Source: an optimization exercise on an open RTL-to-GDS flow (aim: small area, a short achievable clock period and few clock cycles). Production flows keep margins and buffers that such runs may drop.
Function was checked by simulation only, so behaviour that the tests miss may differ from the original.
Power is estimated from default activity; no workload was simulated.

==> flow/design.v <==
module lufft_rx (
    input  wire        clk,
    input  wire        rst,
    input  wire        start,
    input  wire [2:0]  mode,
    input  wire [15:0] len,
    input  wire [7:0]  ecmd,
    input  wire [7:0]  ever,
    output wire        idle,
    input  wire        in_valid,
    input  wire [7:0]  in_data,
    output wire        in_ready,
    output reg         pay_valid,
    output wire [7:0]  pay_data,
    output reg         ent_valid,
    output wire [63:0] ent_value,
    output wire        ent_recog,
    output wire [1:0]  ent_kind,
    output reg         done,
    output reg  [7:0]  res_err,
    output wire [7:0]  res_len,
    output wire [63:0] res_value,
    output wire        res_recog,
    output wire [1:0]  res_kind
);
    function [15:0] crc_step(input [15:0] c, input [7:0] b);
        integer i;
        reg [15:0] r;
        reg [7:0]  d;
        begin
            r = c;
            d = b;
            for (i = 0; i < 8; i = i + 1) begin
                if (r[0] ^ d[0]) r = (r >> 1) ^ 16'h8408;
                else             r = r >> 1;
                d = d >> 1;
            end
            crc_step = r;
        end
    endfunction
    reg        idle_r;        
    reg        rdy;           
    reg        rep;           
    reg        h7v;           
    reg [2:0]  md;
    reg [7:0]  cm, ve;
    reg        lerr;
    reg [15:0] rem;           
    reg [7:0]  iq;            
    reg        iv;
    reg        f0q;           
    reg        c_lt2;         
    reg        c_neg;         
    reg        c_z;           
    reg        c_le7;         
    reg [2:0]  hidx;          
    reg [2:0]  dd;            
    reg        pre;           
    reg [3:0]  pos;           
    reg        hdone;         
    reg [15:0] crc;
    reg [2:0]  ecode;         
    reg [7:0]  plen;          
    reg        pshort;        
    reg [8:0]  mk;            
    reg        pwin;          
    reg        ine, ebeg;     
    reg        sgn;
    reg        recog;
    reg [1:0]  kind;
    reg [63:0] val;           
    wire [7:0] x_cmd  = cm;
    wire [7:0] x_ver  = ve;
    wire [7:0] m_left = cm;
    wire [7:0] erem   = ve;
    wire [39:0] hb    = val[39:0];
    wire act  = ~idle_r;
    wire acc  = start & idle_r;
    wire xfer = in_valid & rdy & act;
    wire rem1 = (rem == 16'd1);
    wire ill  = md[2] & (md[1] | md[0]);
    wire nod  = (rem == 16'd0);        
    wire done_d = act & ((xfer & rem1) | ill | nod);
    assign idle     = idle_r;
    assign in_ready = rdy;
    wire nv   = iv & act & ~rep;
    wire h6   = nv & (hidx == 3'd6);
    wire       remhi = |rem[15:9];
    wire [8:0] r6    = rem[8:0] - 9'd6;
    wire [8:0] r13   = rem[8:0] - 9'd13;
    wire [8:0] din9  = {1'b0, in_data};
    wire       s_neg = !remhi && (din9 > r6);
    wire       s_z   = !remhi && (din9 == r6);
    wire       s_le7 = !remhi && ((rem[8:0] < 9'd13) || (din9 >= r13));
    wire       lerr6 = c_lt2 || c_neg || lerr;    
    wire       d_z   = c_z;
    wire       d_sm  = c_le7 && !c_z;     
    wire       d_big = !c_le7;
    wire       rst_f = h6 && !d_z;       
    wire [8:0] f0pos = {1'b0, plen} + 9'd14;
    wire       f0in  = (hidx == 3'd7) && !remhi && (rem[8:0] == f0pos);
    wire       f0hit = pre && f0q;
    wire       rp_on = rep && (dd == 3'd0) && (hidx != 3'd7 || h7v);
    wire [7:0] pb    = rep ? ((hidx == 3'd6) ? plen + 8'd2 : hb[7:0]) : iq;
    wire       fp    = (nv && (!pre || f0hit)) || rp_on;
    wire       pp    = iv && pwin;
    wire       f9    = fp && !hdone && (pos == 4'd9);
    wire       pwin_d = acc ? 1'b0 : (pp && rem4) ? 1'b0 : f9 ? (plen != 8'd0) : pwin;
    wire       hb_sh = (nv && hidx != 3'd0 && hidx < 3'd6) || (rep && hidx != 3'd6);      
    wire rem4    = (rem == 16'd4);
    wire        crc_en = fp && (rem != 16'd0);
    wire [15:0] crc_s  = crc_step(crc, pb);
    wire        crc_ok = (nv && rem1) ? (crc[15:8] == 8'd0 && iq == crc[7:0])
                                      : (crc == 16'd0);
    reg        hbad;
    reg [2:0]  hcode;
    always @(*) begin
        hbad  = 1'b0;
        hcode = 3'd0;
        case ({hdone, pos})
            5'd0: begin hbad = (pb != 8'h01); hcode = 3'd2; end
            5'd1: begin hbad = (pb != 8'h10); hcode = 3'd3; end
            5'd7: begin hbad = (pb != 8'h02); hcode = 3'd4; end
            5'd8: begin hbad = (pb != x_cmd); hcode = 3'd5; end
            5'd9: begin hbad = (pb != x_ver); hcode = 3'd6; end
            default: ;
        endcase
    end
    wire m1 = (md == 3'd1), m2 = (md == 3'd2), m3 = (md == 3'd3), m4 = (md == 3'd4);
    wire known = (iq[7:3] == 5'b00010);
    reg [7:0] wp1;    
    always @(*) begin
        case (iq[2:0])
            3'd0, 3'd1:       wp1 = 8'd2;
            3'd2, 3'd3:       wp1 = 8'd3;
            3'd4, 3'd5, 3'd6: wp1 = 8'd5;
            default:          wp1 = 8'd9;
        endcase
    end
    wire tg    = pp && (pos == 4'd2) && ine;
    wire sbyte = pp && m2 && ebeg && (m_left != 8'd0);
    wire eend  = pp && ine && (erem == 8'd1);
    wire tagbad = known && (erem != wp1);
    wire perr  = (sbyte && (iq < 8'd2)) || (tg && tagbad);
    wire       inv   = (pos >= 4'd3) && (pos <= 4'd10);
    wire       vw    = pp && inv && ((ine && recog) ||
                                     (m3 && pos == 4'd3) || (m4 && pos <= 4'd5));
    wire [2:0] vj    = pos[2:0] - 3'd3;
    wire       fill  = vw && sgn && iq[7];
    wire       vclr  = tg && !known;
    integer k;
    always @(posedge clk) begin
        ent_valid <= 1'b0;
        done      <= done_d;
        iq <= in_data;
        iv <= in_valid & act & rdy;
        f0q   <= f0in;
        c_lt2 <= (in_data < 8'd2);
        c_neg <= s_neg;
        c_z   <= s_z;
        c_le7 <= s_le7;
        if (xfer) rem <= rem - 16'd1;
        if (nv && hidx != 3'd7) hidx <= hidx + 3'd1;
        if (fp && !hdone) pos <= pos + 4'd1;
        if (crc_en) crc <= crc_s;
        if (fp && ecode == 3'd0 && hbad) ecode <= hcode;
        if (perr && ecode == 3'd0) ecode <= 3'd7;
        if ((nv || (rep && hidx == 3'd7 && h7v)) && mk != 9'd0) begin
            mk <= mk - 9'd1;
            if (mk == 9'd1 && iq != 8'h03) lerr <= 1'b1;
        end
        if (f0hit && nv) pre <= 1'b0;
        if (h6) begin
            plen <= iq - 8'd2;
            dd   <= rem[2:0] - iq[2:0] - 3'd6;      
            mk   <= {1'b0, iq} + 9'd2;
            case (md)
                3'd1:       pshort <= (iq < 8'd5);
                3'd2, 3'd3: pshort <= (iq < 8'd4);
                3'd4:       pshort <= (iq < 8'd6);
                default:    pshort <= 1'b0;
            endcase
            if (lerr6) lerr <= 1'b1;
            if (rst_f) begin
                pos   <= 4'd0;
                crc   <= 16'hFFFF;
                ecode <= 3'd0;
            end
            if (!lerr6 && d_sm) begin
                rep  <= 1'b1;
                rdy  <= 1'b0;
                hidx <= 3'd1;
            end
            if (!lerr6 && d_big) pre <= 1'b1;
        end
        if (rep) begin
            if (dd != 3'd0) dd <= dd - 3'd1;
            if (hidx == 3'd1) h7v <= iv;
            if (hidx == 3'd6) rdy <= 1'b1;
            if (hidx == 3'd7) rep <= 1'b0;
            else              hidx <= hidx + 3'd1;
        end
        pwin      <= pwin_d;
        pay_valid <= in_valid & act & rdy & pwin_d;
        if (f9) begin
            hdone <= 1'b1;
            pos   <= (m3 || m4) ? 4'd2 : 4'd0;
            ine  <= m1;
            ve   <= plen;
            ebeg <= 1'b0;
            sgn  <= 1'b0;
        end
        if (pp) begin
            if (pos != 4'd15) pos <= pos + 4'd1;
            if (m2 && !ine && !ebeg && pos == 4'd1) begin
                cm     <= iq;
                ebeg   <= 1'b1;
            end
            if (sbyte) begin
                ve   <= iq;
                pos   <= 4'd1;
                ine  <= 1'b1;
                ebeg <= 1'b0;
            end
            if (ine) ve <= erem - 8'd1;
            if (eend) begin
                ine       <= 1'b0;
                ent_valid <= m2;
                ebeg      <= 1'b1;
                cm        <= m_left - 8'd1;
            end
        end
        if (tg) begin
            recog <= known;
            kind  <= (iq == 8'h16) ? 2'd1 : (iq == 8'h17) ? 2'd2 : 2'd0;
            sgn   <= known && iq[0] && !(iq[2] && iq[1]);
        end
        for (k = 0; k < 8; k = k + 1) begin
            if (hb_sh && k < 5)
                val[k*8 +: 8] <= (k == 4) ? iq : val[k*8+8 +: 8];
            else if (vclr || (vw && vj <= k))
                val[k*8 +: 8] <= (vw && vj == k) ? iq : {8{fill}};
        end
        if (ill)                    res_err <= 8'h30;
        else if (nod)               res_err <= 8'h01;
        else if (lerr)              res_err <= 8'h10;
        else if (!crc_ok)           res_err <= 8'h11;
        else if (ecode != 3'd0)     res_err <= {5'b00010, ecode};
        else if (pshort || (m2 && m_left != 8'd0)) res_err <= 8'h17;
        else                        res_err <= 8'h00;
        if (acc) begin
            idle_r <= 1'b0;
            md     <= mode;
            cm     <= ecmd;
            ve     <= ever;
            rem    <= len;
            lerr   <= (len < 16'd14);
            hidx   <= 3'd0;
            pos    <= 4'd0;
            hdone  <= 1'b0;
            pre    <= 1'b0;
            crc    <= 16'hFFFF;
            ecode  <= 3'd0;
            mk     <= 9'd0;
        end
        if (done_d) idle_r <= 1'b1;
        if (rst) begin
            idle_r    <= 1'b1;
            rdy       <= 1'b1;
            rep       <= 1'b0;
                done      <= 1'b0;
            ent_valid <= 1'b0;
            iv        <= 1'b0;
        end
    end
    assign pay_data  = iq;
    assign ent_value = val;
    assign ent_recog = recog;
    assign ent_kind  = kind;
    assign res_len   = plen;
    assign res_value = val;
    assign res_recog = recog;
    assign res_kind  = kind;
endmodule
Settings: LEC_CHECK=0, CAP_MARGIN=20, CORE_MARGIN=2, CORE_UTILIZATION=60, CTS_BUF_LIST=sky130_fd_sc_hd__clkbuf_8, CTS_CLUSTER_DIAMETER=80, CTS_CLUSTER_SIZE=24, SETUP_SLACK_MARGIN=5, SLEW_MARGIN=20; clock period 8.5 ns.
standard.sh (not shown) runs the stock make flow with config.mk's settings and CLKGATE_MAP_FILE= SYNTH_SCRIPT=/design/flow/synth_recipe.tcl, a recipe that flattens the netlist after the stock synthesis.
==> flow/flow/run.sh <==
#!/bin/bash
set -euo pipefail
bash standard.sh BUFFER_PORTS_ARGS="-buffer_cell sky130_fd_sc_hd__buf_1" SETUP_SLACK_MARGIN=5.5 finish > standard.log 2>&1
Testbench counts at the start, summed over its fixed seeds: cycles 15,909.
Edit:
--- a/flow/design.v
+++ b/flow/design.v
@@ -72,9 +72,9 @@
     wire [7:0] x_cmd  = cm;
     wire [7:0] x_ver  = ve;
     wire [7:0] m_left = cm;
     wire [7:0] erem   = ve;
-    wire [39:0] hb    = val[39:0];
+    wire [47:0] hb    = val[47:0];
     wire act  = ~idle_r;
     wire acc  = start & idle_r;
     wire xfer = in_valid & rdy & act;
     wire rem1 = (rem == 16'd1);
@@ -100,14 +100,14 @@
     wire [8:0] f0pos = {1'b0, plen} + 9'd14;
     wire       f0in  = (hidx == 3'd7) && !remhi && (rem[8:0] == f0pos);
     wire       f0hit = pre && f0q;
     wire       rp_on = rep && (dd == 3'd0) && (hidx != 3'd7 || h7v);
-    wire [7:0] pb    = rep ? ((hidx == 3'd6) ? plen + 8'd2 : hb[7:0]) : iq;
+    wire [7:0] pb    = rep ? hb[7:0] : iq;
     wire       fp    = (nv && (!pre || f0hit)) || rp_on;
     wire       pp    = iv && pwin;
     wire       f9    = fp && !hdone && (pos == 4'd9);
     wire       pwin_d = acc ? 1'b0 : (pp && rem4) ? 1'b0 : f9 ? (plen != 8'd0) : pwin;
-    wire       hb_sh = (nv && hidx != 3'd0 && hidx < 3'd6) || (rep && hidx != 3'd6);      
+    wire       hb_sh = (nv && hidx != 3'd0 && hidx != 3'd7) || (rep && hidx != 3'd7);      
     wire rem4    = (rem == 16'd4);
     wire        crc_en = fp && (rem != 16'd0);
     wire [15:0] crc_s  = crc_step(crc, pb);
     wire        crc_ok = (nv && rem1) ? (crc[15:8] == 8'd0 && iq == crc[7:0])
@@ -235,10 +235,10 @@
             kind  <= (iq == 8'h16) ? 2'd1 : (iq == 8'h17) ? 2'd2 : 2'd0;
             sgn   <= known && iq[0] && !(iq[2] && iq[1]);
         end
         for (k = 0; k < 8; k = k + 1) begin
-            if (hb_sh && k < 5)
-                val[k*8 +: 8] <= (k == 4) ? iq : val[k*8+8 +: 8];
+            if (hb_sh && k < 6)
+                val[k*8 +: 8] <= (k == 5) ? iq : val[k*8+8 +: 8];
             else if (vclr || (vw && vj <= k))
                 val[k*8 +: 8] <= (vw && vj == k) ? iq : {8{fill}};
         end
         if (ill)                    res_err <= 8'h30;
The changed run completed without violations.
Cell area shrinks by about 2%.
Non-clock buffer count shrinks by 5.
Clock power is lower by about 7%.
Routed wire length decreases by 5.2%.
Register-to-register slack barely changes.
Worst hold slack is worse by 47 ps.
Flip-flop and latch count stays the same.
Die area falls by 0.56%.
Setup slack loses 10 ps.
Testbench counts after the change, summed over its fixed seeds: cycles 15,909.

## re-timing with driven ports
The flow's constraints put no driver on any port. The routed layouts listed below were extracted and timed again, unchanged, in two steps. Step 1 (the two cells are an assumption about what drives the block):
set clk [get_ports {clk}]
set_driving_cell -lib_cell sky130_fd_sc_hd__clkbuf_16 $clk
set_driving_cell -lib_cell sky130_fd_sc_hd__buf_2 [delete_from_list [all_inputs] $clk]
Step 2, shift: input delay + t, output delay - t, t = (earliest + latest rising clock arrival at the registers) / 2. This alone moves slack from input paths to output paths. a / b / c = ideal ports / drivers / drivers and shift; a / b = the first two.
| run | shift t [ns] | setup WS [ns] | worst hold slack (ns) | worst setup path at the end |
|---|---|---|---|---|
| the first run | 0.522 | 5.547 / 5.505 / 5.138 | 0.507 / 0.507 / 0.507 | input to register |
| the second run | 0.508 | 5.537 / 5.493 / 5.126 | 0.459 / 0.459 / 0.459 | input to register |
After both steps every run listed still meets setup and hold. For the second run, which loses most, drivers alone change the setup slack by -0.044 ns; drivers and shift together by -0.411 ns.
